Context: an optimization exercise on an open-source flow, tuned for small area, a short achievable clock period and few clock cycles per item. The choices shown serve that exercise and are no tape-out recipe.
In this exercise RTL edits were held to simulation tests only and were not proved equivalent to the original.
Power and IR drop assume default switching activity. The clock port is modelled as an ideal driver; clocking choices that lean on that would not hold on a real chip.

--- flow/flow/run.sh ---
#!/bin/bash
# Standard synthesis unchanged, then the standard layout with a larger
# setup slack margin for the timing repair after CTS and global routing,
# and gate sizing not limited to the same cell footprint.
set -euo pipefail
MARGIN=${MARGIN:-5.8}
bash standard.sh synth > synth.log 2>&1
sed "s/CLKGATE_MAP_FILE= /CLKGATE_MAP_FILE= SETUP_SLACK_MARGIN=$MARGIN MATCH_CELL_FOOTPRINT=0 /" standard.sh > standard_margin.sh
bash standard_margin.sh finish > layout.log 2>&1
--- flow/standard.sh ---
#!/bin/bash
# synth_recipe.tcl (not shown) runs the flow's synth.tcl, then flattens the netlist and writes it again
# the make line also repeats each setting of config.mk as NAME=value (left out here)
make -C /OpenROAD-flow-scripts/flow DESIGN_CONFIG=/design/flow/config.mk WORK_HOME=/design/flow/orfs CLKGATE_MAP_FILE= SYNTH_SCRIPT=/design/flow/synth_recipe.tcl "${@:-finish}"
--- flow/config.mk ---
export PLATFORM = sky130hd
export DESIGN_NAME = rpa_pkt
export DESIGN_NICKNAME = rpa_pkt
export VERILOG_FILES = /design/flow/design.v
export SDC_FILE = /design/flow/constraint.sdc
export NUM_CORES = 4
export LEC_CHECK = 0
export ABC_CLOCK_PERIOD_IN_PS = 4000
export CAP_MARGIN = 20
export CORE_MARGIN = 2
export CORE_UTILIZATION = 60
export CTS_BUF_LIST = sky130_fd_sc_hd__clkbuf_16
export CTS_CLUSTER_DIAMETER = 80
export CTS_CLUSTER_SIZE = 30
export SLEW_MARGIN = 20
export SYNTH_MEMORY_MAX_BITS = 8192
--- flow/constraint.sdc ---
create_clock -name core_clock -period 10.0 [get_ports {clk}]
set_input_delay 2.0000 -clock core_clock [delete_from_list [all_inputs] [get_ports {clk}]]
set_output_delay 2.0000 -clock core_clock [all_outputs]
set_load 0.01 [all_outputs]
--- flow/design.v ---
module rpa_ring #(
    parameter L  = 128,
    parameter SR = 8
) (
    input              clk,
    input              rst,
    input              clear,       
    input              push,        
    input      [39:0]  push_rec,
    output reg         wr_ok,       
    input              fetch_req,   
    output             fetch,       
    output     [39:0]  rd_rec
);
    localparam PW  = $clog2(L);
    localparam NR  = L / SR;
    localparam LSR = $clog2(SR);
    wire [40*L-1:0] slots;
    reg [PW-1:0]    hq;
    reg [PW-1:0]    fp;
    reg [PW-1:0]    nf;
    reg             can_fetch;      
    assign fetch = fetch_req && can_fetch && !clear;
    wire [PW-LSR-1:0] rtap = fp[PW-1:LSR];
    reg [39:0] rd;
    integer i;
    always @(*) begin
        rd = 40'd0;
        for (i = 0; i < NR; i = i + 1)
            if (rtap == i) rd = rd | slots[40*(i*SR) +: 40];
    end
    assign rd_rec = rd;
    genvar g;
    generate
        for (g = 0; g < L; g = g + 1) begin : sl
            reg [39:0] q;
            if (g == 0) begin : wt
                always @(posedge clk)
                    q <= push ? push_rec : slots[40*((g + 1) % L) +: 40];
            end else begin : nt
                always @(posedge clk)
                    q <= slots[40*((g + 1) % L) +: 40];
            end
            assign slots[40*g +: 40] = q;
        end
    endgenerate
    wire nf_z    = (nf == {PW{1'b0}});
    wire nf_o    = (nf == {{(PW-1){1'b0}}, 1'b1});
    wire realign = clear || (nf_z && !push);
    wire nf_nz_n = push || (!nf_z && !(nf_o && fetch));
    always @(posedge clk) begin
        if (rst) begin
            hq        <= 1;
            fp        <= 1;
            nf        <= {PW{1'b0}};
            wr_ok     <= 1'b1;
            can_fetch <= 1'b0;
        end else if (realign) begin
            hq        <= 1;
            fp        <= 1;
            nf        <= {PW{1'b0}};
            wr_ok     <= 1'b1;
            can_fetch <= 1'b0;
        end else begin
            hq        <= hq - 1'b1 + push;
            fp        <= fp - 1'b1 + fetch;
            nf        <= nf + push - fetch;
            wr_ok     <= push ? wr_ok : (hq == 2);
            can_fetch <= nf_nz_n && (fetch ? (fp[LSR-1:0] == 0) : (fp[LSR-1:0] == 1));
        end
    end
endmodule
module rpa_encoder (
    input      [31:0] value,
    input      [7:0]  ts,
    output     [39:0] rec
);
    assign rec = {ts, value[7:0], value[15:8], value[23:16], value[31:24]};
endmodule
module rpa_cmd_gate (
    input        taken,       
    input  [7:0] byte_in,
    output       cmd_start,   
    output       cmd_reset    
);
    assign cmd_start = taken && (byte_in == 8'h53);
    assign cmd_reset = taken && (byte_in == 8'h52);
endmodule
module rpa_pkt #(
    parameter N = 128,     
    parameter B = 5000     
) (
    input             clk,
    input             rst,
    input             p_req_valid,
    output            p_req_ready,
    input      [31:0] p_req_data,
    output reg        p_rsp_valid,
    output reg [2:0]  p_rsp_status,
    input             c_req_valid,
    output reg        c_req_ready,
    input      [31:0] c_req_data,
    output reg        c_rsp_valid,
    output reg [2:0]  c_rsp_status,
    output reg        tx_enable,
    input             tx_ready,
    output            tx_send,
    output reg [7:0]  tx_data,
    input             tx_complete,
    input             rx_avail,
    output            rx_take,
    input      [7:0]  rx_data,
    input      [7:0]  ts_in
);
    localparam BW = (B <= 1) ? 1 : $clog2(B);
    localparam CW = $clog2(N);           
    localparam OPC_INIT   = 4'h1;
    localparam OPC_STORE  = 4'h2;
    localparam OPC_FLUSH1 = 4'h3;
    localparam OPC_FLUSHB = 4'h4;
    localparam ST_OK       = 3'd0;
    localparam ST_NOT_INIT = 3'd1;
    localparam ST_DISABLED = 3'd2;
    localparam ST_FULL     = 3'd3;
    localparam ST_EMPTY    = 3'd4;
    localparam ST_TIMEOUT  = 3'd5;
    localparam P_IDLE  = 2'd0;
    localparam P_POLL  = 2'd1;
    localparam P_PUSH  = 2'd2;
    localparam P_DRAIN = 2'd3;
    localparam C_IDLE  = 3'd0;
    localparam C_POLL1 = 3'd1;    
    localparam C_CHK   = 3'd2;    
    localparam C_LOOP  = 3'd3;    
    localparam C_SEND  = 3'd4;    
    localparam C_CMPL  = 3'd5;    
    reg          init;
    reg          gate;
    reg [1:0]    wc;
    reg [CW-1:0] used;            
    reg [1:0]    p_state;
    reg [15:0]   p_rem;           
    reg          p_kz;            
    reg          p_big;           
    reg [CW-1:0] p_k;             
    reg [2:0]    p_status;
    reg [2:0]    c_state;
    reg          c_mode_buf;      
    reg          c_first;         
    reg [2:0]    idx;             
    reg [BW-1:0] budget;
    reg [39:0]   e0, e1;
    reg          f0, f1;
    reg          cur;
    reg          fl_send;         
    reg          fl_last;         
    reg          fl_sendc;        
    reg          fl_cpoll_i;      
    reg          fl_cpoll_c;      
    reg          fl_cpop_i;       
    reg          fl_cpop_c;       
    reg          fl_chkpop;       
    reg          fl_ppoll;        
    reg          p_rdy;           
    reg          p_inpush;        
    wire c_poll  = fl_cpoll_i || (fl_cpoll_c && tx_complete);
    wire p_poll  = fl_ppoll && !c_poll;
    assign rx_take = c_poll || fl_ppoll;
    wire taken   = rx_take && rx_avail;
    wire pop_imm = (fl_cpop_i || (fl_cpop_c && tx_complete)) && !rx_avail;
    wire pop     = pop_imm || fl_chkpop;
    assign tx_send = tx_ready && (fl_sendc || pop_imm);
    wire cmd_start;
    wire cmd_reset;
    rpa_cmd_gate u_gate (
        .taken     (taken),
        .byte_in   (rx_data),
        .cmd_start (cmd_start),
        .cmd_reset (cmd_reset)
    );
    wire [3:0] p_opc = p_req_data[3:0];
    wire [3:0] c_opc = c_req_data[3:0];
    wire p_req_fire = p_req_valid && p_req_ready;
    wire c_req_fire = c_req_valid && c_req_ready;
    wire p_init_req = (p_state == P_IDLE) && p_req_fire && (p_opc == OPC_INIT);
    wire c_init_req = (c_state == C_IDLE) && c_req_fire && (c_opc == OPC_INIT);
    wire init_req   = p_init_req || c_init_req;
    reg       do_init;
    reg [1:0] init_wc;
    wire clear = do_init || cmd_reset;
    wire        ring_wr_ok;
    assign p_req_ready = p_rdy || (p_inpush && ring_wr_ok);
    wire        push = (p_state == P_PUSH) && p_req_fire;
    wire [39:0] push_rec;
    rpa_encoder u_enc (
        .value (p_req_data),
        .ts    (ts_in),
        .rec   (push_rec)
    );
    wire cur_full = cur ? f1 : f0;
    wire nxt_full = cur ? f0 : f1;
    wire        fetch_req = !cur_full || !nxt_full;
    wire        fill1     = cur_full ? !cur : cur;    
    wire        fetch;
    wire [39:0] rd_rec;
    rpa_ring #(.L(N), .SR(8)) u_ring (
        .clk       (clk),
        .rst       (rst),
        .clear     (clear),
        .push      (push),
        .push_rec  (push_rec),
        .wr_ok     (ring_wr_ok),
        .fetch_req (fetch_req),
        .fetch     (fetch),
        .rd_rec    (rd_rec)
    );
    wire [2:0] idx_start = (wc == 2'b00) ? 3'd3 : (wc == 2'b01) ? 3'd2 : 3'd0;
    wire [2:0] idx_tx = fl_send ? idx : idx_start;
    wire rel_early   = tx_send && (idx_tx == 3'd3);
    wire last_sent   = tx_send && fl_last;
    wire timeout     = fl_send && !tx_ready && (budget == B - 1);
    wire release_cur = rel_early || (timeout && !fl_last);
    wire keep_cur    = (fl_send || pop) && !release_cur && !fl_last;
    reg          init_n, gate_n;
    reg [1:0]    wc_n;
    reg [CW-1:0] used_n;
    reg          used_z_n;
    reg          f0_n, f1_n, cur_n;
    reg [39:0]   e0_n, e1_n;
    reg [2:0]    idx_n;
    reg [2:0]    c_state_n;
    reg          c_mode_buf_n, c_first_n;
    reg          c_rsp_valid_n;
    reg [2:0]    c_rsp_status_n;
    reg [1:0]    p_state_n;
    reg          p_rsp_valid_n;
    reg [2:0]    p_rsp_status_n;
    reg [2:0]    p_status_n;
    wire used_z = (used == {CW{1'b0}});
    wire used_o = (used == {{(CW-1){1'b0}}, 1'b1});
    wire          p_gate_now = cmd_start || (gate && !cmd_reset);
    wire [CW-1:0] used_adm   = used - fl_chkpop;
    wire [CW:0]   k_sum      = {1'b0, p_k} + {1'b0, used_adm};
    wire          p_fits     = !p_big && !k_sum[CW];
    wire          p_last     = (p_rem == 16'd1);
    always @(*) begin
        init_n = init;
        gate_n = gate;
        wc_n   = wc;
        if (do_init) begin
            init_n = 1'b1;
            wc_n   = init_wc;
            gate_n = 1'b0;
        end else if (cmd_reset) begin
            gate_n = 1'b0;
        end else if (cmd_start) begin
            gate_n = 1'b1;
        end
        if (clear) begin
            used_n   = {CW{1'b0}};
            used_z_n = 1'b1;
        end else begin
            used_n   = used + push - pop;
            used_z_n = (used_z && !push) || (used_o && pop && !push);
        end
        e0_n = e0;
        e1_n = e1;
        if (fetch && !fill1) e0_n = rd_rec;
        if (fetch &&  fill1) e1_n = rd_rec;
        f0_n = f0;
        f1_n = f1;
        if (release_cur && !cur) f0_n = 1'b0;
        if (release_cur &&  cur) f1_n = 1'b0;
        if (fetch && !fill1) f0_n = 1'b1;
        if (fetch &&  fill1) f1_n = 1'b1;
        if (clear) begin
            if (!(keep_cur && !cur)) f0_n = 1'b0;
            if (!(keep_cur &&  cur)) f1_n = 1'b0;
        end
        cur_n = release_cur ? !cur : cur;
        c_state_n      = c_state;
        c_mode_buf_n   = c_mode_buf;
        c_first_n      = c_first;
        c_rsp_valid_n  = 1'b0;
        c_rsp_status_n = c_rsp_status;
        idx_n          = idx;
        if (tx_send)
            idx_n = idx_tx + 3'd1;
        else if (pop)
            idx_n = idx_start;
        case (c_state)
            C_IDLE: begin
                if (c_req_fire) begin
                    if (c_opc == OPC_INIT) begin
                        c_rsp_valid_n  = 1'b1;
                        c_rsp_status_n = ST_OK;
                    end else if (c_opc == OPC_FLUSH1) begin
                        c_mode_buf_n = 1'b0;
                        c_state_n    = C_POLL1;
                    end else if (c_opc == OPC_FLUSHB) begin
                        c_mode_buf_n = 1'b1;
                        c_state_n    = C_POLL1;
                    end
                end
            end
            C_POLL1: begin
                if (!init) begin
                    c_rsp_valid_n  = 1'b1;
                    c_rsp_status_n = ST_NOT_INIT;
                    c_state_n      = C_IDLE;
                end else if (c_poll) begin
                    if (rx_avail) begin
                        c_first_n = 1'b1;
                        c_state_n = C_CHK;
                    end else if (!gate) begin
                        c_rsp_valid_n  = 1'b1;
                        c_rsp_status_n = ST_DISABLED;
                        c_state_n      = C_IDLE;
                    end else if (used_z) begin
                        c_rsp_valid_n  = 1'b1;
                        c_rsp_status_n = ST_EMPTY;
                        c_state_n      = C_IDLE;
                    end else if (c_mode_buf) begin
                        c_state_n = C_LOOP;
                    end else begin
                        c_state_n = C_SEND;
                    end
                end
            end
            C_CHK: begin
                if (!gate) begin
                    c_rsp_valid_n  = 1'b1;
                    c_rsp_status_n = ST_DISABLED;
                    c_state_n      = C_IDLE;
                end else if (used_z) begin
                    c_rsp_valid_n  = 1'b1;
                    c_rsp_status_n = c_first ? ST_EMPTY : ST_OK;
                    c_state_n      = C_IDLE;
                end else if (c_first && c_mode_buf) begin
                    c_state_n = C_LOOP;
                end else if (cur_full) begin
                    c_state_n = C_SEND;
                end
            end
            C_SEND: begin
                if (last_sent) begin
                    c_state_n = C_CMPL;
                end else if (timeout) begin
                    c_rsp_valid_n  = 1'b1;
                    c_rsp_status_n = ST_TIMEOUT;
                    c_state_n      = C_IDLE;
                end
            end
            default: begin  
                if (c_state == C_CMPL && !tx_complete) begin
                    c_state_n = C_CMPL;
                end else if (c_state == C_CMPL && !c_mode_buf) begin
                    c_rsp_valid_n  = 1'b1;
                    c_rsp_status_n = ST_OK;
                    c_state_n      = C_IDLE;
                end else if (used_z) begin
                    c_rsp_valid_n  = 1'b1;
                    c_rsp_status_n = ST_OK;
                    c_state_n      = C_IDLE;
                end else if (c_poll) begin
                    c_first_n = 1'b0;
                    if (rx_avail) begin
                        c_state_n = C_CHK;
                    end else if (!gate) begin
                        c_rsp_valid_n  = 1'b1;
                        c_rsp_status_n = ST_DISABLED;
                        c_state_n      = C_IDLE;
                    end else begin
                        c_state_n = C_SEND;
                    end
                end else begin
                    c_state_n = C_LOOP;
                end
            end
        endcase
        p_state_n      = p_state;
        p_rsp_valid_n  = 1'b0;
        p_rsp_status_n = p_rsp_status;
        p_status_n     = p_status;
        case (p_state)
            P_IDLE: begin
                if (p_req_fire) begin
                    if (p_opc == OPC_INIT) begin
                        p_rsp_valid_n  = 1'b1;
                        p_rsp_status_n = ST_OK;
                    end else if (p_opc == OPC_STORE) begin
                        p_state_n = P_POLL;
                    end
                end
            end
            P_POLL: begin
                if (!init) begin
                    if (p_kz) begin
                        p_rsp_valid_n  = 1'b1;
                        p_rsp_status_n = ST_NOT_INIT;
                        p_state_n      = P_IDLE;
                    end else begin
                        p_status_n = ST_NOT_INIT;
                        p_state_n  = P_DRAIN;
                    end
                end else if (p_poll) begin
                    if (!p_gate_now || !p_fits) begin
                        if (p_kz) begin
                            p_rsp_valid_n  = 1'b1;
                            p_rsp_status_n = p_gate_now ? ST_FULL : ST_DISABLED;
                            p_state_n      = P_IDLE;
                        end else begin
                            p_status_n = p_gate_now ? ST_FULL : ST_DISABLED;
                            p_state_n  = P_DRAIN;
                        end
                    end else if (p_kz) begin
                        p_rsp_valid_n  = 1'b1;
                        p_rsp_status_n = ST_OK;
                        p_state_n      = P_IDLE;
                    end else begin
                        p_state_n = P_PUSH;
                    end
                end
            end
            default: begin  
                if (p_req_fire && p_last) begin
                    p_rsp_valid_n  = 1'b1;
                    p_rsp_status_n = (p_state == P_PUSH) ? ST_OK : p_status;
                    p_state_n      = P_IDLE;
                end
            end
        endcase
    end
    wire cur_full_n = cur_n ? f1_n : f0_n;
    always @(posedge clk) begin
        e0 <= e0_n;
        e1 <= e1_n;
    end
    always @(posedge clk) begin
        if (rst) begin
            init         <= 1'b0;
            gate         <= 1'b0;
            wc           <= 2'b00;
            used         <= {CW{1'b0}};
            tx_enable    <= 1'b0;
            do_init      <= 1'b0;
            init_wc      <= 2'b00;
            f0           <= 1'b0;
            f1           <= 1'b0;
            cur          <= 1'b0;
            idx          <= 3'd0;
            budget       <= {BW{1'b0}};
            c_state      <= C_IDLE;
            c_mode_buf   <= 1'b0;
            c_first      <= 1'b0;
            c_rsp_valid  <= 1'b0;
            c_rsp_status <= ST_OK;
            c_req_ready  <= 1'b1;
            p_state      <= P_IDLE;
            p_rem        <= 16'd0;
            p_kz         <= 1'b0;
            p_big        <= 1'b0;
            p_k          <= {CW{1'b0}};
            p_status     <= ST_OK;
            p_rsp_valid  <= 1'b0;
            p_rsp_status <= ST_OK;
            p_rdy        <= 1'b1;
            p_inpush     <= 1'b0;
            tx_data      <= 8'd0;
            fl_send      <= 1'b0;
            fl_last      <= 1'b0;
            fl_sendc     <= 1'b0;
            fl_cpoll_i   <= 1'b0;
            fl_cpoll_c   <= 1'b0;
            fl_cpop_i    <= 1'b0;
            fl_cpop_c    <= 1'b0;
            fl_chkpop    <= 1'b0;
            fl_ppoll     <= 1'b0;
        end else begin
            init         <= init_n;
            gate         <= gate_n;
            wc           <= wc_n;
            used         <= used_n;
            tx_enable    <= init_req;
            do_init      <= init_req;
            if (init_req) init_wc <= p_init_req ? p_req_data[5:4] : c_req_data[5:4];
            f0           <= f0_n;
            f1           <= f1_n;
            cur          <= cur_n;
            idx          <= idx_n;
            if (pop || tx_send)
                budget <= {BW{1'b0}};
            else if (fl_send && !tx_ready)
                budget <= budget + 1'b1;
            c_state      <= c_state_n;
            c_mode_buf   <= c_mode_buf_n;
            c_first      <= c_first_n;
            c_rsp_valid  <= c_rsp_valid_n;
            c_rsp_status <= c_rsp_status_n;
            c_req_ready  <= (c_state_n == C_IDLE);
            p_state      <= p_state_n;
            if (p_state == P_IDLE && p_req_fire) begin
                p_rem <= p_req_data[23:8];
                p_kz  <= (p_req_data[23:8] == 16'd0);
                p_big <= (p_req_data[23:8+CW] != 0);
                p_k   <= p_req_data[8+CW-1:8];
            end else if (p_state != P_IDLE && p_req_fire) begin
                p_rem <= p_rem - 16'd1;
            end
            p_status     <= p_status_n;
            p_rsp_valid  <= p_rsp_valid_n;
            p_rsp_status <= p_rsp_status_n;
            p_rdy        <= (p_state_n == P_IDLE) || (p_state_n == P_DRAIN);
            p_inpush     <= (p_state_n == P_PUSH);
            fl_last <= rel_early || (fl_last && !tx_send && !timeout);
            if (rel_early)
                tx_data <= cur ? e1[39:32] : e0[39:32];
            else if (fl_last && !tx_send)
                tx_data <= tx_data;
            else if (c_state_n == C_SEND)
                tx_data <= (cur_n ? e1_n : e0_n) >> (8 * idx_n);
            else
                tx_data <= (cur_n ? e1_n : e0_n) >> (8 * idx_start);
            fl_send    <= (c_state_n == C_SEND);
            fl_sendc   <= (c_state_n == C_SEND) ||
                          ((c_state_n == C_CHK) && gate_n && !used_z_n && !(c_first_n && c_mode_buf_n) && cur_full_n);
            fl_cpoll_c <= (c_state_n == C_CMPL) && c_mode_buf_n && !used_z_n && cur_full_n;
            fl_cpop_c  <= (c_state_n == C_CMPL) && c_mode_buf_n && !used_z_n && cur_full_n && gate_n;
            fl_cpoll_i <= ((c_state_n == C_POLL1) && init_n && (c_mode_buf_n || used_z_n || cur_full_n)) ||
                          ((c_state_n == C_LOOP) && !used_z_n && cur_full_n);
            fl_cpop_i  <= ((c_state_n == C_POLL1) && init_n && !c_mode_buf_n && !used_z_n && cur_full_n && gate_n) ||
                          ((c_state_n == C_LOOP) && !used_z_n && cur_full_n && gate_n);
            fl_chkpop  <= (c_state_n == C_CHK) && gate_n && !used_z_n && !(c_first_n && c_mode_buf_n) && cur_full_n;
            fl_ppoll   <= (p_state_n == P_POLL) && init_n;
        end
    end
endmodule
==> summary.md, run 1 <==
| Metric | Value |
|---|---|
| Status | finished clean |
| Die area | 200000 um^2 |
| Htree depth | 4 |
| Clock root cell | clkbuf_16 |
| DR vias | 47500 |
| Port Buf Inserts | 80 |
| Gr usage total | 19.6% |
| Final Setup Violations | 0 |
| Cts hold-fix bufs | 0 |
| Vias per inst | 4.75 |
| Worst-path cell chain | buf_12 -> a211o_1 -> nand3_4 -> inv_4 -> buf_6 |
| Area share of the largest cell type after synthesis | between 90% and 100% |
| NumNets Final | 7461 |
| I/O pin count | 108 |
| Worst setup SP type | input pin |
| Final Routed Wirelength | 197000 um |
| Delay-heaviest family, CP | compound AO/OA/AOI/OAI gates |
| Crit path time final | 4680 ps |
| FMAX | between 0.2 and 0.25 GHz |
| CP peak stage delay | 300 ps |
| CP max FO | 5 |
| Die H | 447 um |
| Dpl cell area | 122000 um^2 |
| Die W | 447 um |
| Synthesized instance count | between 7000 and 8000 |
| Initial antenna violation count | 20 |
| Starting density of the core | between 60% and 70% |
| First-pass GRT wire length | between 200000 and 300000 um |
| Clk latency of the worst-skew pair | approximately 870 ps |
| Period utilization | 46.8% |
| Pre-Repair DR Iteration Count | 6 |
| Largest net degree at the start of global routing | 91 |
| GRT overflow | 0 |
| Worst Path Arrival | 2680 ps |
| CP Buf/Inv Count | 3 |
| VDD IR max | 0.194 mV |
| Synth warnings | 2 |
| GP Congestion | just over 0.8 |
| Syn Nets | 7248 |
| TritonCTS clock tree | built |
| Unique masters post-synth | 93 |
| Worst Skew | 43.4 ps |
| Area leader, netlist | dfxtp_1 |
| Leakage power | 0.0500 uW |
| Top_reg_cell synth | dfxtp_1 |
| #FFs+latches synth | 5317 |
| Commonest cells post-synth | dfxtp_1 (5317), nand2_1 (258), nor2_1 (201), a22oi_1 (156), o21ai_0 (122) |
| Syn-to-layout area delta | 8.60% |
| Core Area | 195000 um^2 |
| Post-synth EDFFs | 0 |
| Critical Path RT | ~8000 ps |
| Crit end category | output pin |
| # rows | 162 |
| Final Instance Area | 128000 um^2 |
| Slowest cell on crit path | a211o_1 |
| Crit Path Category | input pin to output pin |
| Clk sink count | 5317 |
| Final Max Tran Viols | 0 |
| Top cells by area, synth | dfxtp_1 (90%), a22oi_1 (0.99%), mux2_2 (0.85%) |
| CTS Buffer Depth | 3 |
| Post-DRT Antenna Nets | 0 |
| RSZ-0062 raised after global routing | yes |
| # DRC | 0 |
| Number of max-cap violations | 0 |
| Slew headroom | between 30% and 40% |
| Slew @ Worst Pin | between 1000 and 1500 ps |
| PwrDens | between 200 and 250 nW/um^2 |
| Fillers | 13900 |
| Post-synth ARST share | 0% |
| CTS Buf Count | between 150 and 200 |
| Layout cells sized above 1 | between 6 and 7% |
| Post-DP HPWL | 117000 um |
| Post-synthesis cell area | 118000 um^2 |
| Drt wl/cell | 19.7 um |
| Initial DRC count | 3313 |
| Clock slew at reported path FFs | 110 ps |
| Setup Total Neg Slack | 0 ps |
| Sequential area share after synthesis | 90.4% |
| Most frequent cell after synthesis | dfxtp_1 |
| Vias in the first global route | 45800 |
| Syn avg cell area | 16.5 um^2 |
| Final hold violations | 0 |
| Hold Crit Class | flip-flop to flip-flop |
[cells by family after synthesis]
logic type,count (synthesis),share of synthesized area (%)
mux,134,1.24
fa+ha+maj,44,0.480
simple gates,733,3.03
other cells,1,0.00319
buf+inv,213,0.770
flops,5317,90.4
compound gates,640,3.80
xor+xnor,35,0.260
[per-stage QoR]
step | setup WS (ps) | utilization (%) | instances | hold WS [ps] | total power [uW]
floorplan | 5430 | - | 7117 | 310 | 22300
global placement | 3940 | 62.4 | 9717 | 310 | 22500
detailed placement | 3920 | 62.4 | 9717 | 312 | 22500
global route | 5300 | 65.6 | 9982 | 305 | 32700
CTS | 5280 | 65.4 | 9965 | 305 | 31900
finish | 5320 | 65.6 | 9989 | 313 | 31600
[per-layer routing]
layer  vias up  track usage (%)  part of all wire (%)  wire (um)
li1      23400                -                     -          -
met3       237             2.75                   3.6       7010
met5         -                0                0.0076         15
met4         2             4.88                   2.0       4000
met2       706             29.4                    43      84800
met1     23100             30.0                    51     101000
[cell usage in the layout, fill, tap and decap left out, types with 13 or more instances in the layout]
cell type,count
dfxtp_1,5312
nand2_1,256
clkbuf_16,211
nor2_1,194
a22oi_1,156
o21ai_0,116
a21oi_1,99
mux2_2,89
clkdlybuf4s50_1,70
buf_4,64
inv_1,56
nand3_1,51
a22o_1,44
mux2i_1,40
ha_1,38
nor3_1,34
a221oi_1,32
nand4_1,28
a222oi_1,27
o211ai_1,23
and2_1,20
xor2_1,18
xnor2_1,17
a31oi_1,13
a211oi_1,13
[flip-flops by register name (all words and copies together) (netlist names), 7 cells and up]
register,flops
u_ring.sl.q,5120
e0,40
e1,40
p_rem,16
budget,13
tx_data,8
p_k,7
u_ring.fp,7
u_ring.hq,7
u_ring.nf,7
used,7
[timing repair]
item / 4_1_cts / 5_1_grt
cloned: 1 / 2
pin swaps: 8 / 17
buffers inserted: 21 / 12
resized for setup: 62 / 32
setup endpoints to repair: 74 / 12
[report_power, final]
part           internal, uW  switching [uW]  total (uW)
logic                   178             269         447
clock network          3780            5780        9560
registers             21500             130       21600
total                 25400            6180       31600
[area by class of cell]
cell class	instances	area, um^2	area share, %
antenna	10	25.0	0.0196
clock buffer	209	5230	4.09
timing repair buffer	163	1650	1.29
tap	2624	3280	2.57
inverter	61	235	0.184
multi-input combinational	1588	10800	8.42
clock inverter	17	195	0.153
sequential	5317	106000	83.3
[path summary, 6_finish.rpt]
check | startpoint | to | slack (ps) | depth (start not counted)
setup / recovery | tx_complete | tx_send | 5320 | 5
hold reg to reg | u_ring.sl[113].q[11] | u_ring.sl[112].q[11] | 310 | 0
setup reg to reg | u_ring.fp[3] | tx_data[4] | 5790 | 11
hold / removal | u_ring.sl[113].q[11] | u_ring.sl[112].q[11] | 310 | 0
Testbench counts, summed over its fixed seeds: cycles 13,806, items 1,920.
==> inputs of run 2 (changes only) <==
==> flow/run.sh (new file) <==
#!/bin/bash
# synth_recipe.tcl (not shown) runs the flow's synth.tcl, then flattens the netlist and writes it again
# the make line also repeats each setting of config.mk as NAME=value (left out here)
make -C /OpenROAD-flow-scripts/flow DESIGN_CONFIG=/design/flow/config.mk WORK_HOME=/design/flow/orfs CLKGATE_MAP_FILE= SYNTH_SCRIPT=/design/flow/synth_recipe.tcl finish
--- a/flow/config.mk
+++ b/flow/config.mk
@@ -12,5 +12,6 @@
 export CTS_BUF_LIST = sky130_fd_sc_hd__clkbuf_16
 export CTS_CLUSTER_DIAMETER = 80
 export CTS_CLUSTER_SIZE = 30
+export SETUP_SLACK_MARGIN = 5
 export SLEW_MARGIN = 20
 export SYNTH_MEMORY_MAX_BITS = 8192
removed: flow/flow/run.sh
removed: flow/standard.sh
==> run 2 against run 1 <==
Net effect: cell count decreased by 0.28%; design area down 0.47%; critical path depth is the same; highest routed layer unchanged.
==> summary.md, run 2 <==
| Metric | Value |
|---|---|
| Status | finished clean |
| Vias per inst | 4.77 |
| First-pass GRT wire length | 287000 um |
| Initial antenna violation count | 11 |
| NumNets Final | 7436 |
| Most frequent cell after synthesis | dfxtp_1 |
| Final Routed Wirelength | 194000 um |
| CTS Buf Count | 199 |
| Crit path time final | 4970 ps |
| Top_reg_cell synth | dfxtp_1 |
| Initial DRC count | 3300 |
| Htree depth | 4 |
| Clk latency of the worst-skew pair | 860 ps |
| Slew @ Worst Pin | about 1100 ps |
| Setup Total Neg Slack | 0 ps |
| Most common cell after layout, fill and taps aside | dfxtp_1 |
| Port Buf Inserts | 80 |
| Final hold violations | 0 |
| Area share of the largest cell type after synthesis | about nine tenths |
| Seq. cell area | 106000 um^2 |
| CTS Buffer Depth | 3 |
| VDD IR max | 0.178 mV |
| Starting density of the core | between 60% and 70% |
| Multi-input logic area | 10600 um^2 |
| Largest net degree at the start of global routing | 91 |
| Syn-to-layout area delta | 8.09% |
| DR vias | 47500 |
| Area leader, netlist | dfxtp_1 |
| Die H | between 400 and 500 um |
| Leakage power | 0.0497 uW |
| Number of max-cap violations | 0 |
| PwrDens | ~250 nW/um^2 |
| Post-synth ARST share | 0% |
| GP Congestion | 0.830 |
| Syn avg cell area | around 17 um^2 |
| Slowest cell on crit path | a211o_1 |
| Worst-path cell chain | buf_2 -> a211o_1 -> nand3_4 -> inv_4 -> dlygate4sd2_1 |
| Post-DRT Antenna Nets | 0 |
| Worst Path Arrival | approximately 3000 ps |
| Final WS setup | 5030 ps |
| Top cells by area, synth | dfxtp_1 (90%), a22oi_1 (0.99%), mux2_2 (0.85%) |
| # DRC | 0 |
| FMAX | a little over 0.2 GHz |
| Crit Path Category | input pin to output pin |
| Clock root cell | clkbuf_16 |
| Final Setup Violations | 0 |
| CP peak stage delay | roughly 320 ps |
| Post-DP HPWL | roughly 120000 um |
| Critical Path RT | 8000 ps |
| Crit end category | output pin |
| Cts hold-fix bufs | 0 |
| Final Max Tran Viols | 0 |
| Synth warnings | 2 |
| Gr usage total | 19.4% |
| Layout cells sized above 1 | 5.77% |
| Max FFs per register | just over 5000 |
| Die area | 200000 um^2 |
| Syn Nets | 7248 |
| Worst Skew | 21.7 ps |
| Post-synthesis cell area | 118000 um^2 |
| Top reg by flops | u_ring.sl.q |
| Dpl ws | roughly 3400 ps |
| Synthesized instance count | 7117 |
| Post-synth EDFFs | 0 |
| Hold Crit Class | flip-flop to flip-flop |
| Core Area | 195000 um^2 |
| Clock slew at reported path FFs | around 100 ps |
| Clk sink count | 5317 |
| Fillers | 14000 |
| RSZ-0062 raised after global routing | no |
| Commonest cells post-synth | dfxtp_1 (5317), nand2_1 (258), nor2_1 (201), a22oi_1 (156), o21ai_0 (122) |
| Die W | roughly 450 um |
| Biggest regs | u_ring.sl.q (5120), e0 (40), e1 (40) |
| CP max FO | 9 |
| GRT overflow | 0 |
| I/O pin count | 108 |
| Vias in the first global route | 46200 |
| #FFs+latches synth | 5317 |
| Commonest cells after routing, fill and taps aside | dfxtp_1 (5313), nand2_1 (258), clkbuf_16 (208), nor2_1 (200), a22oi_1 (156) |
| Sequential area share after synthesis | 90.4% |
| Slew headroom | 25.0% |
| Unique masters post-synth | between 90 and 100 |
| Worst setup SP type | input pin |
| TritonCTS clock tree | built |
| Drt wl/cell | 19.5 um |
| Period utilization | 49.7% |
| # rows | ~160 |
| Pre-Repair DR Iteration Count | 5 |
-- run 2: cell counts after synthesis --
Identical to the previous run, type by type.
-- run 2: cells by family (layout without fill, tap and decap cells) --
logic type                 after synthesis  in the layout  share of synthesized area [%]
xor gates and xnor gates                35             35                          0.260
buffers and inverters                  213            424                          0.770
adders and majority gates               44             44                          0.480
and+or+nand+nor                        733            734                           3.03
muxes                                  134            134                           1.24
AOI/OAI and AO/OA                      640            641                           3.80
other                                    1              8                        0.00319
DFF                                   5317           5317                           90.4
-- run 2: area by class of cell --
class,count,area share [%]
tap,2624,2.58
clock inverter,18,0.208
sequential,5317,83.7
inverter,61,0.183
antenna,7,0.0138
multi-input combinational,1589,8.30
clock buffer,208,4.09
timing repair buffer,137,0.957
-- run 2: critical path: cells and delay by family --
| kind | cells | cell delay [ps] |
|---|---|---|
| simple gates | 1 | 120 |
| buf+inv | 3 | 520 |
| compound gates | 1 | 320 |
-- run 2: worst paths after layout --
kind | start | endpoint | slack [ps] | cells after the start
setup / recovery | tx_complete | tx_send | 5030 | 5
hold / removal | u_ring.sl[21].q[36] | u_ring.sl[20].q[36] | 310 | 0
setup reg to reg | u_ring.fp[3] | tx_data[6] | 5200 | 11
hold reg to reg | u_ring.sl[21].q[36] | u_ring.sl[20].q[36] | 310 | 0
-- run 2: repair_timing --
item                                    CTS  global route
cloned                                    1             1
resized for setup                        17             3
pin swaps                                 3             2
buffers inserted                          3             0
endpoints found under the setup margin   10             8
-- run 2: routing by layer --
| layer | up-vias | part of all wire, % | track usage (%) |
|---|---|---|---|
| li1 | 23400 | - | - |
| met1 | 23200 | 51 | 29.1 |
| met2 | 679 | 44 | 29.7 |
| met4 | 2 | 2.1 | 5.09 |
| met3 | 262 | 3.6 | 3.01 |
| met5 | - | 0.0067 | 0 |
-- run 2: per-stage QoR --
| step | power (uW) | std cells | cell area [um^2] | hold WS (ps) | utilization [%] |
|---|---|---|---|---|---|
| floorplan | 22300 | 7117 | 118000 | 310 | - |
| global placement | 22500 | 9723 | 122000 | 310 | 62.4 |
| detailed placement | 22500 | 9723 | 122000 | 312 | 62.4 |
| CTS | 31900 | 9953 | 127000 | 315 | 65.2 |
| global route | 32700 | 9956 | 127000 | 314 | 65.2 |
| finish | 31600 | 9961 | 127000 | 313 | 65.3 |
-- run 2: where the power goes --
group	switching (uW)	total, uW	internal (uW)
Clock	5820	9610	3790
Sequential	130	21600	21500
Combinational	260	420	160
Total	6210	31600	25400
==> inputs of run 3 (changes only) <==
--- a/flow/design.v
+++ b/flow/design.v
@@ -1,5 +1,5 @@
 module rpa_ring #(
-    parameter L  = 128,
+    parameter L  = 126,
     parameter SR = 8
 ) (
     input              clk,
@@ -13,7 +13,7 @@
     output     [39:0]  rd_rec
 );
     localparam PW  = $clog2(L);
-    localparam NR  = L / SR;
+    localparam NR  = (L + SR - 1) / SR;
     localparam LSR = $clog2(SR);
     wire [40*L-1:0] slots;
     reg [PW-1:0]    hq;
@@ -48,6 +48,9 @@
     wire nf_o    = (nf == {{(PW-1){1'b0}}, 1'b1});
     wire realign = clear || (nf_z && !push);
     wire nf_nz_n = push || (!nf_z && !(nf_o && fetch));
+    wire nf_full_n = ((nf == L - 2) && push && !fetch) || ((nf == L - 1) && !fetch);
+    wire [PW-1:0] hq_m1 = (hq == 0) ? L - 1 : hq - 1'b1;
+    wire [PW-1:0] fp_m1 = (fp == 0) ? L - 1 : fp - 1'b1;
     always @(posedge clk) begin
         if (rst) begin
             hq        <= 1;
@@ -62,10 +65,10 @@
             wr_ok     <= 1'b1;
             can_fetch <= 1'b0;
         end else begin
-            hq        <= hq - 1'b1 + push;
-            fp        <= fp - 1'b1 + fetch;
+            hq        <= push ? hq : hq_m1;
+            fp        <= fetch ? fp : fp_m1;
             nf        <= nf + push - fetch;
-            wr_ok     <= push ? wr_ok : (hq == 2);
+            wr_ok     <= (push ? (hq == 1) : (hq == 2)) && !nf_full_n;
             can_fetch <= nf_nz_n && (fetch ? (fp[LSR-1:0] == 0) : (fp[LSR-1:0] == 1));
         end
     end
@@ -203,7 +206,7 @@
     wire        fill1     = cur_full ? !cur : cur;    
     wire        fetch;
     wire [39:0] rd_rec;
-    rpa_ring #(.L(N), .SR(8)) u_ring (
+    rpa_ring #(.L(N - 2), .SR(8)) u_ring (
         .clk       (clk),
         .rst       (rst),
         .clear     (clear),
--- a/flow/config.mk
+++ b/flow/config.mk
@@ -10,8 +10,8 @@
 export CORE_MARGIN = 2
 export CORE_UTILIZATION = 60
 export CTS_BUF_LIST = sky130_fd_sc_hd__clkbuf_16
-export CTS_CLUSTER_DIAMETER = 80
-export CTS_CLUSTER_SIZE = 30
+export CTS_CLUSTER_DIAMETER = 90
+export CTS_CLUSTER_SIZE = 36
 export SETUP_SLACK_MARGIN = 5
 export SLEW_MARGIN = 20
 export SYNTH_MEMORY_MAX_BITS = 8192
==> run 3 against run 2 <==
Net effect: still clean on timing, DRC and antenna; sequential power is 2% lower; synthesized cell count is 1.7% lower; critical path depth stayed put; non-clock buffer count is 7 lower; via count is 2.7% lower; clock power is 9.3% lower; worst setup slack better by 60 ps; die area is 1.8% lower; flip-flop and latch count is 80 lower; register-to-register slack better by 250 ps; highest routed layer unchanged.
==> summary.md, run 3 <==
| Metric | Value |
|---|---|
| Status | finished clean |
| Initial antenna violation count | 20 |
| Fillers | 13900 |
| Crit path time final | around 4900 ps |
| I/O pin count | 108 |
| # rows | around 160 |
| Largest net degree at the start of global routing | 82 |
| Worst setup SP type | input pin |
| Biggest regs | u_ring.sl.q (5040), e0 (40), e1 (40) |
| Critical R2R Launch | u_ring.fp[5] |
| Cts hold-fix bufs | 0 |
| Top cells by area, synth | dfxtp_1 (91%), a22oi_1 (0.97%), nand2_1 (0.85%) |
| Final Max Tran Viols | 0 |
| Area leader, netlist | dfxtp_1 |
| Hold depth | 0 |
| Period utilization | between 40% and 50% |
| Gr usage total | a little under a fifth |
| Worst Skew | 25.1 ps |
| Unique masters post-synth | 90 |
| Slew headroom | 16.1% |
| Post-DP HPWL | between 100000 and 150000 um |
| PwrDens | 243 nW/um^2 |
| Post-synthesis cell area | between 100000 and 150000 um^2 |
| Worst setup startpoint | tx_complete |
| Number of max-cap violations | 0 |
| Top_reg_cell synth | dfxtp_1 |
| Area share of the largest cell type after synthesis | 90.7% |
| Final Instance Area | ~120000 um^2 |
| Htree depth | 4 |
| CP max FO | 9 |
| Slew @ Worst Pin | around 1200 ps |
| DR vias | 46200 |
| Drt wl/cell | 18.9 um |
| Syn Nets | 7131 |
| Layout cells sized above 1 | under 10% |
| #FFs+latches synth | about 5200 |
| GP Congestion | ~0.83 |
| Hold Crit Class | flip-flop to flip-flop |
| Commonest cells after routing, fill and taps aside | dfxtp_1 (5233), nand2_1 (263), nor2_1 (201), clkbuf_16 (165), a22oi_1 (149) |
| Slowest cell on crit path | a211o_1 |
| Critical Path RT | 8000 ps |
| Crit end category | output pin |
| Worst-path cell chain | buf_4 -> a211o_1 -> nand3_4 -> inv_8 -> dlygate4sd2_1 |
| R2R setup slack | between 5000 and 6000 ps |
| CP peak stage delay | a little over 300 ps |
| Leakage power | 0.0483 uW |
| Reg2reg end | tx_data[4] |
| Vias in the first global route | around 45000 |
| FMAX | 0.204 GHz |
| Port Buf Inserts | 80 |
| Post-synth ARST share | 0% |
| Setup Total Neg Slack | 0 ps |
| Most common cell after layout, fill and taps aside | dfxtp_1 |
| FF-to-FF path depth | 11 |
| Commonest cells post-synth | dfxtp_1 (5237), nand2_1 (263), nor2_1 (202), a22oi_1 (149), a21oi_1 (126) |
| GRT overflow | 0 |
| Initial DRC count | 3188 |
| Post-synth EDFFs | 0 |
| Die H | 443 um |
| Die W | 443 um |
| Clk sink count | roughly 5200 |
| CTS Buffer Depth | 3 |
| NumNets Final | 7282 |
| Most frequent cell after synthesis | dfxtp_1 |
| Clk latency of the worst-skew pair | between 800 and 900 ps |
| Final hold violations | 0 |
| Final Routed Wirelength | 184000 um |
| Max FFs per register | around 5000 |
| Synth warnings | 2 |
| First-pass GRT wire length | roughly 270000 um |
| Vias per inst | 4.76 |
| TritonCTS clock tree | built |
| Syn avg cell area | 16.5 um^2 |
| Dpl cell area | 119000 um^2 |
| # DRC | 0 |
| Core Area | roughly 190000 um^2 |
| Clock slew at reported path FFs | around 120 ps |
| Starting density of the core | approximately 60% |
| Pre-Repair DR Iteration Count | 5 |
| VDD IR max | 0.185 mV |
| Post-DRT Antenna Nets | 0 |
| RSZ-0062 raised after global routing | no |
| Die area | 196000 um^2 |
| CTS Buf Count | ~170 |
| Final Setup Violations | 0 |
| Syn-to-layout area delta | 7.30% |
| Sequential area share after synthesis | around nine tenths |
| Hold_sp | u_ring.sl[114].q[27] |
| Crit Path Category | input pin to output pin |
| Synthesized instance count | between 6000 and 7000 |
| Endpoint of the worst hold path | u_ring.sl[113].q[27] |
| Worst Path Arrival | between 2000 and 3000 ps |
| Top reg by flops | u_ring.sl.q |
| Clock root cell | clkbuf_16 |
-- run 3: cell count changes after synthesis, moves of 12 or more --
cell / previous run / this run
dfxtp_1: 5317 / 5237
mux2_2: 89 / 29
a22o_1: 44 / 9
nand3_1: 53 / 83
mux2i_1: 40 / 65
a21oi_1: 103 / 126
a221oi_1: 33 / 15
a221o_1: 2 / 19
clkbuf_1: 77 / 94
and2_1: 21 / 6
a21o_1: 9 / 21
buf_2: 44 / 32
-- run 3: timing repair --
action	CTS	global route
resized for setup	18	3
buffers inserted	4	0
cloned	0	0
pin swaps	2	1
endpoints found under the setup margin	4	3
-- run 3: through the flow --
step	total power [uW]	util, %	hold WS, ps	std cells	setup WS (ps)
after detailed placement	21800	62.2	312	9502	3930
after global routing	31000	64.6	325	9695	5020
after global placement	21800	62.2	309	9502	3910
final	30100	64.6	317	9700	5090
after floorplan	21700	-	310	6996	5000
after CTS	30300	64.6	317	9694	5030
-- run 3: power by group --
group | total, uW | internal, uW | switching [uW] | leakage, uW
registers | 21100 | 21000 | 59.9 | 0.0422
clock network | 8720 | 3080 | 5630 | 0.00219
logic | 278 | 122 | 155 | 0.00390
-- run 3: how the worst max path moves through the flow --
stage | endpoint | slack, ps | depth (start not counted)
detailed placement | u_ring.nf[6] | 3930 | 16
global route | u_ring.nf[6] | 5020 | 16
CTS | rx_take | 5030 | 4
global placement | u_ring.nf[6] | 3910 | 16
floorplan | u_ring.nf[6] | 5000 | 16
finish | tx_send | 5090 | 5
-- run 3: cells by family (layout without fill, tap and decap cells) --
family,count (synthesis),in the layout,synth area share (%)
other,1,7,0.00325
buffers and inverters,199,371,0.711
xor gates and xnor gates,29,29,0.220
adders and majority gates,48,48,0.533
and+or+nand+nor,750,750,3.13
AOI/OAI and AO/OA,637,637,3.80
DFF,5237,5237,90.7
muxes,95,95,0.865
-- run 3: critical path: cells and delay by family --
family / cells / cell delay (ps)
simple gates: 1 / 120
compound gates: 1 / 310
buf+inv: 3 / 470
-- run 3: final cells by class --
cell class | count | area (um^2) | area share [%]
well taps | 2526 | 3160 | 2.55
clock buffers | 165 | 4130 | 3.33
inverters | 53 | 209 | 0.169
diodes | 6 | 15.0 | 0.0121
clock inverters | 23 | 342 | 0.276
repair buffers | 130 | 1170 | 0.941
flip-flops and latches | 5237 | 105000 | 84.6
multi-input cells | 1560 | 10100 | 8.15
-- run 3: routing by layer --
layer / routed length [um] / track usage, %
met4: 5950 / 6.38
met2: 77300 / 27.6
met5: 40 / 0
met3: 7530 / 3.08
met1: 92900 / 27.9
Testbench counts of run 3, summed over its fixed seeds: cycles 13,955, items 1,920.
==> inputs of run 4 (changes only) <==
==> flow/flow/run.sh (new file) <==
#!/bin/bash
# Standard synthesis unchanged, then the standard layout with a larger
# setup slack margin for the timing repair after CTS and global routing
# and gate sizing not limited to the same cell footprint.
set -euo pipefail
MARGIN=${MARGIN:-5.6}
bash standard.sh synth > synth.log 2>&1
sed "s/CLKGATE_MAP_FILE= /CLKGATE_MAP_FILE= SETUP_SLACK_MARGIN=$MARGIN /" standard.sh > standard_margin.sh
bash standard_margin.sh finish > layout.log 2>&1
==> flow/standard.sh (new file) <==
#!/bin/bash
# synth_recipe.tcl (not shown) runs the flow's synth.tcl, then flattens the netlist and writes it again
# the make line also repeats each setting of config.mk as NAME=value (left out here)
make -C /OpenROAD-flow-scripts/flow DESIGN_CONFIG=/design/flow/config.mk WORK_HOME=/design/flow/orfs CLKGATE_MAP_FILE= SYNTH_SCRIPT=/design/flow/synth_recipe.tcl "${@:-finish}"
--- a/flow/config.mk
+++ b/flow/config.mk
@@ -10,8 +10,7 @@
 export CORE_MARGIN = 2
 export CORE_UTILIZATION = 60
 export CTS_BUF_LIST = sky130_fd_sc_hd__clkbuf_16
-export CTS_CLUSTER_DIAMETER = 90
-export CTS_CLUSTER_SIZE = 36
-export SETUP_SLACK_MARGIN = 5
+export CTS_CLUSTER_DIAMETER = 80
+export CTS_CLUSTER_SIZE = 30
 export SLEW_MARGIN = 20
 export SYNTH_MEMORY_MAX_BITS = 8192
removed: flow/run.sh
==> run 4 against run 3 <==
Net effect: die area unchanged; sequential share of layout area fell by 0.83 points; largest cell class unchanged; count of clock-buffer cells in the layout increased by 34; critical path type unchanged.
==> summary.md, run 4 <==
| Metric | Value |
|---|---|
| Port Buf Inserts | 80 |
| Area share of the largest cell type after synthesis | approximately nine tenths |
| # rows | 161 |
| Leakage power | 0.0489 uW |
| Final Setup Violations | 0 |
| Commonest cells post-synth | dfxtp_1 (5237), nand2_1 (263), nor2_1 (202), a22oi_1 (149), a21oi_1 (126) |
| Initial DRC count | just under 3000 |
| PwrDens | 245 nW/um^2 |
| NumNets Final | 7336 |
| Most frequent cell after synthesis | dfxtp_1 |
| Unique masters post-synth | 90 |
| Die H | 443 um |
| # DRC | 0 |
| Post-DRT Antenna Nets | 0 |
| Sequential area share after synthesis | between 90% and 100% |
| Final Routed Wirelength | 186000 um |
| Most common cell after layout, fill and taps aside | dfxtp_1 |
| CP max FO | 4 |
| Post-synth EDFFs | 0 |
| Post-DP HPWL | 108000 um |
| R2R setup slack | 5740 ps |
| Final Max Tran Viols | 0 |
| RSZ-0062 raised after global routing | yes |
| Worst setup SP type | input pin |
| Clock root cell | clkbuf_16 |
| GRT overflow | 0 |
| Layout cells sized above 1 | 5.84% |
| Starting density of the core | 60.2% |
| Synthesized instance count | 6996 |
| VDD IR max | roughly 0.17 mV |
| Slew @ Worst Pin | 1250 ps |
| Period utilization | between 40% and 50% |
| Top_reg_cell synth | dfxtp_1 |
| Die W | between 400 and 500 um |
| Hold Crit Class | flip-flop to flip-flop |
| I/O pin count | 108 |
| Fillers | 13700 |
| Worst Skew | between 40 and 50 ps |
| Commonest cells after routing, fill and taps aside | dfxtp_1 (5233), nand2_1 (261), clkbuf_16 (199), nor2_1 (193), a22oi_1 (149) |
| Number of max-cap violations | 0 |
| Crit path time final | 4680 ps |
| Area leader, netlist | dfxtp_1 |
| Setup Total Neg Slack | 0 ps |
| Clk sink count | 5237 |
| Vias per inst | 4.76 |
| Die area | roughly 200000 um^2 |
| Top reg by flops | u_ring.sl.q |
| Synth warnings | 2 |
| Post-synthesis cell area | 116000 um^2 |
| First-pass GRT wire length | ~280000 um |
| DR vias | 46500 |
| Clock slew at reported path FFs | approximately 100 ps |
| Max FFs per register | 5040 |
| Initial antenna violation count | 14 |
| CTS Buffer Depth | 3 |
| Top cells by area, synth | dfxtp_1 (91%), a22oi_1 (0.97%), nand2_1 (0.85%) |
| Core Area | 192000 um^2 |
| Gr usage total | a little under a fifth |
| TritonCTS clock tree | built |
| Vias in the first global route | ~45000 |
| GP Congestion | about 0.83 |
| Clk latency of the worst-skew pair | a little under 900 ps |
| Post-synth ARST share | 0% |
| Pre-Repair DR Iteration Count | 7 |
| CTS Buf Count | 195 |
| #FFs+latches synth | about 5200 |
| Htree depth | 4 |
| Drt wl/cell | 19.1 um |
| Cts hold-fix bufs | 0 |
| Crit end category | output pin |
| Worst Path Arrival | 2680 ps |
| Largest net degree at the start of global routing | 82 |
| Status | finished clean |
| Pwr Total | 30700 uW |
| FMAX | 0.214 GHz |
| Final hold violations | 0 |
| Biggest regs | u_ring.sl.q (5040), e0 (40), e1 (40) |
| Critical Path RT | 8000 ps |
| Syn avg cell area | 16.5 um^2 |
| Syn Nets | 7131 |
| Slew headroom | 16.1% |
| Syn-to-layout area delta | 8.36% |
| Crit Path Category | input pin to output pin |
-- run 4: final cells by class --
type                            instances  area, um^2  area share, %
Clock inverter                         22         319          0.255
Multi-Input combinational cell       1561       10200           8.18
Sequential cell                      5237      105000           83.7
Clock buffer                          199        4980           3.98
Antenna cell                            8        20.0         0.0160
Inverter                               53         209          0.167
Tap cell                             2526        3160           2.52
Timing Repair Buffer                  153        1430           1.14
-- run 4: routing by layer --
layer	GRT usage [%]	part of all wire, %	wire length (um)	up-vias
li1	-	-	-	23000
met2	28.3	43	80100	684
met4	5.38	2.5	4620	0
met5	0	0	0	-
met1	28.6	51	94800	22600
met3	2.74	3.7	6830	260
-- run 4: power by group --
part           total [uW]  leakage, uW  internal (uW)  switching, uW
clock                9380      0.00261           3680           5700
combinational         283      0.00408            126            157
sequential          21100       0.0422          21000           59.3
total               30700       0.0489          24800           5910
-- run 4: final timing paths --
check,startpoint,to,cells after the start
worst max register to register,u_ring.fp[5],tx_data[0],12
worst min-delay path,u_ring.sl[109].q[10],u_ring.sl[108].q[10],0
worst min register to register,u_ring.sl[109].q[10],u_ring.sl[108].q[10],0
worst max-delay path,tx_complete,tx_send,5
-- run 4: cells by family after synthesis --
logic type,count (synthesis),synth area share [%]
buf+inv,199,0.711
fa+ha+maj,48,0.533
flops,5237,90.7
other cells,1,0.00325
simple gates,750,3.13
xor+xnor,29,0.220
compound gates,637,3.80
mux,95,0.865
-- run 4: per-stage QoR --
| stage | worst slack, ps | hold WS [ps] | utilization [%] | std cells | cell area, um^2 |
|---|---|---|---|---|---|
| 6_report | 5320 | 317 | 65.2 | 9759 | 125000 |
| 5_1_grt | 5310 | 320 | 65.2 | 9753 | 125000 |
| 4_1_cts | 5280 | 314 | 65.1 | 9737 | 125000 |
| 3_5_place_dp | 4050 | 312 | 62.2 | 9503 | 119000 |
| 3_3_place_gp | 4020 | 309 | 62.2 | 9503 | 119000 |
| 2_1_floorplan | 5110 | 310 | - | 6996 | 116000 |
-- run 4: timing repair --
action | CTS | global route
gates cloned | 1 | 1
buffers inserted | 12 | 13
endpoints found under the setup margin | 22 | 12
pin swaps | 8 | 16
gates resized for setup | 43 | 22
-- run 4: worst max-delay path: stages --
cell	delay, ps
buf_12	110
a211o_1	300
nand3_4	110
inv_8	40
buf_6	110
==> inputs of run 5 (changes only) <==
--- a/flow/config.mk
+++ b/flow/config.mk
@@ -5,7 +5,7 @@
 export SDC_FILE = /design/flow/constraint.sdc
 export NUM_CORES = 4
 export LEC_CHECK = 0
-export ABC_CLOCK_PERIOD_IN_PS = 4000
+export ABC_CLOCK_PERIOD_IN_PS = 1000
 export CAP_MARGIN = 20
 export CORE_MARGIN = 2
 export CORE_UTILIZATION = 60
==> run 5 against run 4 <==
Net effect: highest routed layer unchanged; core utilization unchanged; clock power about the same; largest power group unchanged; cell count unchanged; count of clock-buffer cells in the layout unchanged; power unchanged; critical path depth unchanged; synthesized area unchanged.
==> summary.md, run 5 <==
| Metric | Value |
|---|---|
| Status | finished clean |
| Starting density of the core | approximately 60% |
| Vias in the first global route | about 45000 |
| Setup Total Neg Slack | 0 ps |
| Worst Skew | 41.7 ps |
| Hold depth | 0 |
| Unique masters post-synth | 90 |
| Initial antenna violation count | 14 |
| Total net switching power | 5910 uW |
| Synth Area in Compound Gates | between 3 and 4% |
| Pre-Repair DR Iteration Count | 7 |
| Slowest cell on crit path | a211o_1 |
| CTS Buffer Depth | 3 |
| DR vias | 46500 |
| Switching share of total power | 19.3% |
| VDD IR max | 0.172 mV |
| Leakage power | roughly 0.049 uW |
| Final Max Tran Viols | 0 |
| Clock slew at reported path FFs | 100 ps |
| Clock root cell | clkbuf_16 |
| Biggest regs | u_ring.sl.q (5040), e0 (40), e1 (40) |
| Seq. cell area | 105000 um^2 |
| Post-synth EDFFs | 0 |
| Mux contribution to synthesized area | 0.865% |
| Post-synthesis cell area | 116000 um^2 |
| Slew headroom | between 15 and 20% |
| CP max FO | 4 |
| Worst setup startpoint | tx_complete |
| Area leader, netlist | dfxtp_1 |
| RSZ-0062 raised after global routing | yes |
| Post-synth ARST share | 0% |
| Simple-gate share of the synthesized area | 3.13% |
| Hold_sp | u_ring.sl[109].q[10] |
| Clk latency of the worst-skew pair | between 800 and 900 ps |
| Synthesized instance count | 6996 |
| Syn-to-layout area delta | 8.36% |
| Worst Path Arrival | 2680 ps |
| Number of max-cap violations | 0 |
| Commonest cells after routing, fill and taps aside | dfxtp_1 (5233), nand2_1 (261), clkbuf_16 (199), nor2_1 (193), a22oi_1 (149) |
| Hold Crit Class | flip-flop to flip-flop |
| Die W | between 400 and 500 um |
| Syn Nets | approximately 7100 |
| Crit end category | output pin |
| Max FFs per register | slightly above 5000 |
| Port Buf Inserts | 80 |
| Most frequent cell after synthesis | dfxtp_1 |
| Share of total power in sequential cells | 68.5% |
| Pwr Total | 30700 uW |
| Crit path time final | 4680 ps |
| Critical Path RT | around 8000 ps |
| Commonest cells post-synth | dfxtp_1 (5237), nand2_1 (263), nor2_1 (202), a22oi_1 (149), a21oi_1 (126) |
| CP peak stage delay | 300 ps |
| Cts hold-fix bufs | 0 |
| Worst-path cell chain | buf_12 -> a211o_1 -> nand3_4 -> inv_8 -> buf_6 |
| Final Setup Violations | 0 |
| Multi-input logic area | 10200 um^2 |
| Area share of the largest cell type after synthesis | 90.7% |
| Die area | 196000 um^2 |
| Gr usage total | 18.9% |
| Layout cells sized above 1 | under 10% |
| Crit Path Category | input pin to output pin |
| Worst setup SP type | input pin |
| Most common cell after layout, fill and taps aside | dfxtp_1 |
| Final Instance Area | 125000 um^2 |
| Sequential area share after synthesis | 90.7% |
| # rows | ~160 |
| I/O pin count | 108 |
| Clock share of power | 30.5% |
| Synth Area in XOR/XNOR | 0.220% |
| Final hold violations | 0 |
| NumNets Final | 7336 |
| Dpl cell area | 119000 um^2 |
| Post-DP HPWL | 108000 um |
| Fillers | 13700 |
| Initial DRC count | between 2000 and 3000 |
| Combinational fraction of design power | 0.9% |
| Die H | 443 um |
| Final Routed Wirelength | 186000 um |
| Critical R2R Launch | u_ring.fp[5] |
| Synth warnings | 2 |
| Post-DRT Antenna Nets | 0 |
| Delay-heaviest family, CP | compound AO/OA/AOI/OAI gates |
| Syn avg cell area | between 15 and 20 um^2 |
| Vias per inst | around 4.8 |
| Slew @ Worst Pin | 1250 ps |
| Drt wl/cell | 19.1 um |
| Largest net degree at the start of global routing | 82 |
| CTS Buf Count | 195 |
| Top cells by area, synth | dfxtp_1 (91%), a22oi_1 (0.97%), nand2_1 (0.85%) |
| Clk sink count | 5237 |
| TritonCTS clock tree | built |
| Htree depth | 4 |
| FF-to-FF path depth | 12 |
| P_int | 24800 uW |
| Largest family of logic cells by synthesized area | compound AO/OA/AOI/OAI gates |
| Period utilization | 46.8% |
| PwrDens | 245 nW/um^2 |
| First-pass GRT wire length | around 280000 um |
| Adder-cell share of the synthesized area | 0.533% |
| Top reg by flops | u_ring.sl.q |
| Core Area | 192000 um^2 |
| GP Congestion | 0.830 |
| FMAX | 0.214 GHz |
| Top_reg_cell synth | dfxtp_1 |
| CP Depth | 5 |
| # DRC | 0 |
| Final core occ | 65.2% |
| CP Buf/Inv Count | 3 |
| #FFs+latches synth | 5237 |
| GRT overflow | 0 |
[run 5: cell counts in the layout (fill, tap and decap cells not counted)]
No cell type changed its count.
[run 5: worst paths after layout]
check | slack (ps) | endpoint
worst min register to register | 320 | u_ring.sl[108].q[10]
worst max register to register | 5740 | tx_data[0]
worst max-delay path | 5320 | tx_send
worst min-delay path | 320 | u_ring.sl[108].q[10]
[run 5: timing repair]
item | in CTS | in global routing
buffers inserted | 12 | 13
resized for setup | 43 | 22
pin swaps | 8 | 16
cloned | 1 | 1
setup endpoints to repair | 22 | 12
[run 5: through the flow]
stage          setup WS [ps]  hold slack (ps)  std cells
2_1_floorplan           5110              310       6996
3_3_place_gp            4020              309       9503
3_5_place_dp            4050              312       9503
4_1_cts                 5280              314       9737
5_1_grt                 5310              320       9753
6_report                5320              317       9759
[run 5: logic make-up (layout without fill, tap and decap cells)]
family,after synthesis,in the layout
and+or+nand+nor,750,751
adders and majority gates,48,48
DFF,5237,5237
buffers and inverters,199,427
xor gates and xnor gates,29,29
AOI/OAI and AO/OA,637,637
muxes,95,95
other,1,9
[run 5: power by group through the flow]
stage          clock network, uW  registers, uW  logic (uW)
4_1_cts                     9650          21100         279
6_report                    9380          21100         283
5_1_grt                    10400          21100         314
3_3_place_gp                   0          21500         263
2_1_floorplan                  0          21500         188
3_5_place_dp                   0          21500         274
[run 5: metal layers]
layer	global-route usage, %	wire [um]
met4	5.38	4620
met2	28.3	80100
met5	0	0
met3	2.74	6830
met1	28.6	94800
[run 5: cell type report]
cell class / instances / area share [%]
clock inverter: 22 / 0.255
sequential: 5237 / 83.7
clock buffer: 199 / 3.98
multi-input combinational: 1561 / 8.18
timing repair buffer: 153 / 1.14
antenna: 8 / 0.0160
inverter: 53 / 0.167
tap: 2526 / 2.52
==> inputs of run 6 (changes only) <==
==> flow/flow/run.sh (replaced) <==
#!/bin/bash
# Standard synthesis unchanged, then the standard layout with a larger
# setup slack margin for the timing repair after CTS and global routing.
set -euo pipefail
MARGIN=${MARGIN:-5.6}
bash standard.sh synth > synth.log 2>&1
sed "s/CLKGATE_MAP_FILE= /CLKGATE_MAP_FILE= SETUP_SLACK_MARGIN=$MARGIN /" standard.sh > standard_margin.sh
bash standard_margin.sh finish > layout.log 2>&1
--- a/flow/config.mk
+++ b/flow/config.mk
@@ -5,10 +5,10 @@
 export SDC_FILE = /design/flow/constraint.sdc
 export NUM_CORES = 4
 export LEC_CHECK = 0
-export ABC_CLOCK_PERIOD_IN_PS = 1000
+export ABC_CLOCK_PERIOD_IN_PS = 4000
 export CAP_MARGIN = 20
 export CORE_MARGIN = 2
-export CORE_UTILIZATION = 60
+export CORE_UTILIZATION = 70
 export CTS_BUF_LIST = sky130_fd_sc_hd__clkbuf_16
 export CTS_CLUSTER_DIAMETER = 80
 export CTS_CLUSTER_SIZE = 30
==> run 6 against run 5 <==
Net effect: still clean; cell count down 3.5%; sequential power barely moved; routed wire length is 2.1% higher; sequential share of layout area rose by 0.40 points; register-to-register slack lost 40 ps; critical endpoint unchanged.
==> summary.md, run 6 <==
| Metric | Value |
|---|---|
| Clk latency of the worst-skew pair | 860 ps |
| CTS Buffer Depth | 3 |
| Top cells by area, synth | dfxtp_1 (91%), a22oi_1 (0.97%), nand2_1 (0.85%) |
| P_int | 24800 uW |
| Status | finished clean |
| Clk sink count | 5237 |
| Final Setup Violations | 0 |
| Die W | roughly 400 um |
| CP Buf/Inv Count | 3 |
| Worst Path Arrival | roughly 2700 ps |
| Synth Area in XOR/XNOR | 0.220% |
| # DRC | 0 |
| Area share of the largest cell type after synthesis | 90.7% |
| Htree depth | 4 |
| Fillers | slightly below 10000 |
| Crit end category | output pin |
| Initial antenna violation count | 19 |
| Post-DRT Antenna Nets | 0 |
| Share of total power in sequential cells | between 60 and 70% |
| CP max FO | 4 |
| Post-synth ARST share | 0% |
| Worst setup SP type | input pin |
| Crit path time final | 4680 ps |
| PwrDens | between 200 and 250 nW/um^2 |
| First-pass GRT wire length | 281000 um |
| Number of max-cap violations | 0 |
| Syn avg cell area | 16.5 um^2 |
| Clock share of power | 30.4% |
| NumNets Final | 7336 |
| Post-DP HPWL | around 110000 um |
| Period utilization | 46.8% |
| Sequential area share after synthesis | 90.7% |
| Port Buf Inserts | 80 |
| Clock slew at reported path FFs | 100 ps |
| Vias per inst | 4.96 |
| Delay-heaviest family, CP | compound AO/OA/AOI/OAI gates |
| Total net switching power | 5910 uW |
| Final core occ | 75.8% |
| Most frequent cell after synthesis | dfxtp_1 |
| GRT overflow | 0 |
| Drt wl/cell | between 20 and 25 um |
| Slowest cell on crit path | a211o_1 |
| Hold WS | roughly 310 ps |
| Combinational fraction of design power | 0.9% |
| Setup Total Neg Slack | 0 ps |
| Post-synthesis cell area | 116000 um^2 |
| Pwr Total | 30700 uW |
| Syn-to-layout area delta | 7.84% |
| CTS Buf Count | 195 |
| Top reg by flops | u_ring.sl.q |
| Initial DRC count | approximately 3300 |
| Adder-cell share of the synthesized area | less than 1% |
| Commonest cells post-synth | dfxtp_1 (5237), nand2_1 (263), nor2_1 (202), a22oi_1 (149), a21oi_1 (126) |
| Final Routed Wirelength | 190000 um |
| Unique masters post-synth | 90 |
| Simple-gate share of the synthesized area | 3.13% |
| Die area | ~170000 um^2 |
| Hold Crit Class | flip-flop to flip-flop |
| Final Max Tran Viols | 0 |
| Top_reg_cell synth | dfxtp_1 |
| Gr usage total | 22.5% |
| Biggest regs | u_ring.sl.q (5040), e0 (40), e1 (40) |
| Die H | roughly 400 um |
| Worst-path cell chain | buf_12 -> a211o_1 -> nand3_4 -> inv_8 -> buf_8 |
| Crit Path Category | input pin to output pin |
| Leakage power | around 0.05 uW |
| Core Area | approximately 160000 um^2 |
| I/O pin count | 108 |
| Commonest cells after routing, fill and taps aside | dfxtp_1 (5233), nand2_1 (261), nor2_1 (197), clkbuf_16 (197), a22oi_1 (149) |
| Synth warnings | 2 |
| Area leader, netlist | dfxtp_1 |
| Pre-Repair DR Iteration Count | 5 |
| Slew headroom | ~28% |
| VDD IR max | ~0.24 mV |
| TritonCTS clock tree | built |
| Dpl cell area | between 100000 and 150000 um^2 |
| Most common cell after layout, fill and taps aside | dfxtp_1 |
| # rows | 149 |
| Clock root cell | clkbuf_16 |
| Worst Skew | 36.0 ps |
| Syn Nets | just over 7000 |
| DR vias | between 40000 and 50000 |
| Slew @ Worst Pin | around 1100 ps |
| Layout cells sized above 1 | under 10% |
| Final hold violations | 0 |
| Switching share of total power | around a fifth |
| Final Instance Area | about 120000 um^2 |
| Mux contribution to synthesized area | 0.865% |
| Synthesized instance count | 6996 |
| Vias in the first global route | 45700 |
| RSZ-0062 raised after global routing | yes |
| Largest family of logic cells by synthesized area | compound AO/OA/AOI/OAI gates |
| GP Congestion | 0.834 |
| Largest net degree at the start of global routing | 82 |
| Starting density of the core | 70.3% |
| FMAX | 0.213 GHz |
| Post-synth EDFFs | 0 |
| #FFs+latches synth | 5237 |
| Critical Path RT | 8000 ps |
| Max FFs per register | between 5000 and 6000 |
| CP peak stage delay | 290 ps |
| Synth Area in Compound Gates | 3.80% |
==> run 6: cell counts after synthesis <==
No cell type changed its count.
==> run 6: path summary, 6_finish.rpt <==
path	startpoint	cells after the start	slack (ps)	end
max	tx_complete	5	5320	tx_send
min	u_ring.sl[109].q[4]	0	310	u_ring.sl[108].q[4]
max reg2reg	u_ring.fp[3]	10	5700	tx_data[7]
min reg2reg	u_ring.sl[109].q[4]	0	310	u_ring.sl[108].q[4]
==> run 6: per-stage QoR <==
step | setup slack [ps] | cells
final | 5320 | 9418
after detailed placement | 3910 | 9167
after global placement | 3940 | 9167
after CTS | 5250 | 9400
after global routing | 5290 | 9410
after floorplan | 5110 | 6996
==> run 6: cell families after synthesis <==
kind of cell / count (synthesis)
flip-flops: 5237
other: 1
AO/OA/AOI/OAI: 637
buffers and inverters: 199
AND/OR/NAND/NOR: 750
XOR/XNOR: 29
multiplexers: 95
adder cells (fa/ha/maj): 48
==> run 6: cell type report <==
class	count	area [um^2]	share of cell area, %
Multi-Input combinational cell	1560	10200	8.19
Antenna cell	8	20.0	0.0161
Sequential cell	5237	105000	84.1
Tap cell	2189	2740	2.20
Inverter	53	210	0.169
Clock buffer	197	4930	3.96
Clock inverter	20	240	0.193
Timing Repair Buffer	154	1410	1.13
==> run 6: timing repair <==
action / in CTS / in global routing
hold buffers: 0 / 0
endpoints found under the setup margin: 23 / 12
resized for setup: 50 / 20
pin swaps: 15 / 14
setup buffers: 16 / 10
==> run 6: power by group through the flow <==
stage | sequential [uW] | clock, uW | combinational (uW)
global placement | 21500 | 0 | 265
CTS | 21100 | 9510 | 280
detailed placement | 21500 | 0 | 275
finish | 21100 | 9320 | 283
floorplan | 21500 | 0 | 188
global route | 21100 | 10200 | 312
==> run 6: worst reg2reg max path, stage by stage (launching register included) <==
cell       delay (ps)
dfxtp_2           500
buf_4             400
nand3_4           560
buf_4             670
o21ai_0           240
a221o_1           310
nor3_1            840
o21ai_1           160
mux2i_1           190
a2bb2oi_1         220
a31oi_1           100
==> run 6: metal layers <==
layer | GRT usage [%] | up-vias | wire length [um]
met1 | 33.8 | 22700 | 93700
met4 | 5.81 | 2 | 3910
li1 | - | 23000 | -
met5 | 0 | - | 16
met2 | 34.6 | 827 | 84400
met3 | 3.53 | 241 | 8300

-- re-timing with driven ports --
The flow's constraints put no driver on any port. The routed layouts listed below were extracted and timed again, unchanged, in two steps. Step 1: set_driving_cell puts a clkbuf_16 on clk and a buf_2 on each other input, an assumption about the parent block. Step 2 times the ports against the registers' clock, not the clock port: input delays grow and output delays shrink by t, the midpoint of the rising clock arrivals with the driver on. a / b / c = no drivers / after step 1 / after step 2; a / b = the first two.
run	t (ns)	slack for setup (ns)	worst setup path at the end
run 1	0.930	5.316 / 5.187 / 4.725	input to register
run 2	0.931	5.031 / 4.951 / 4.184	input to register
run 3	0.933	5.091 / 5.062 / 4.320	input to register
run 4	0.927	5.322 / 5.259 / 4.744	input to register
run 5	0.927	5.322 / 5.259 / 4.744	input to register
run 6	0.920	5.316 / 5.243 / 4.804	input to register
After both steps setup and hold are still met in every run listed. The setup slack of run 2, which loses most, moves by -0.080 ns with the drivers and by -0.847 ns with both steps.
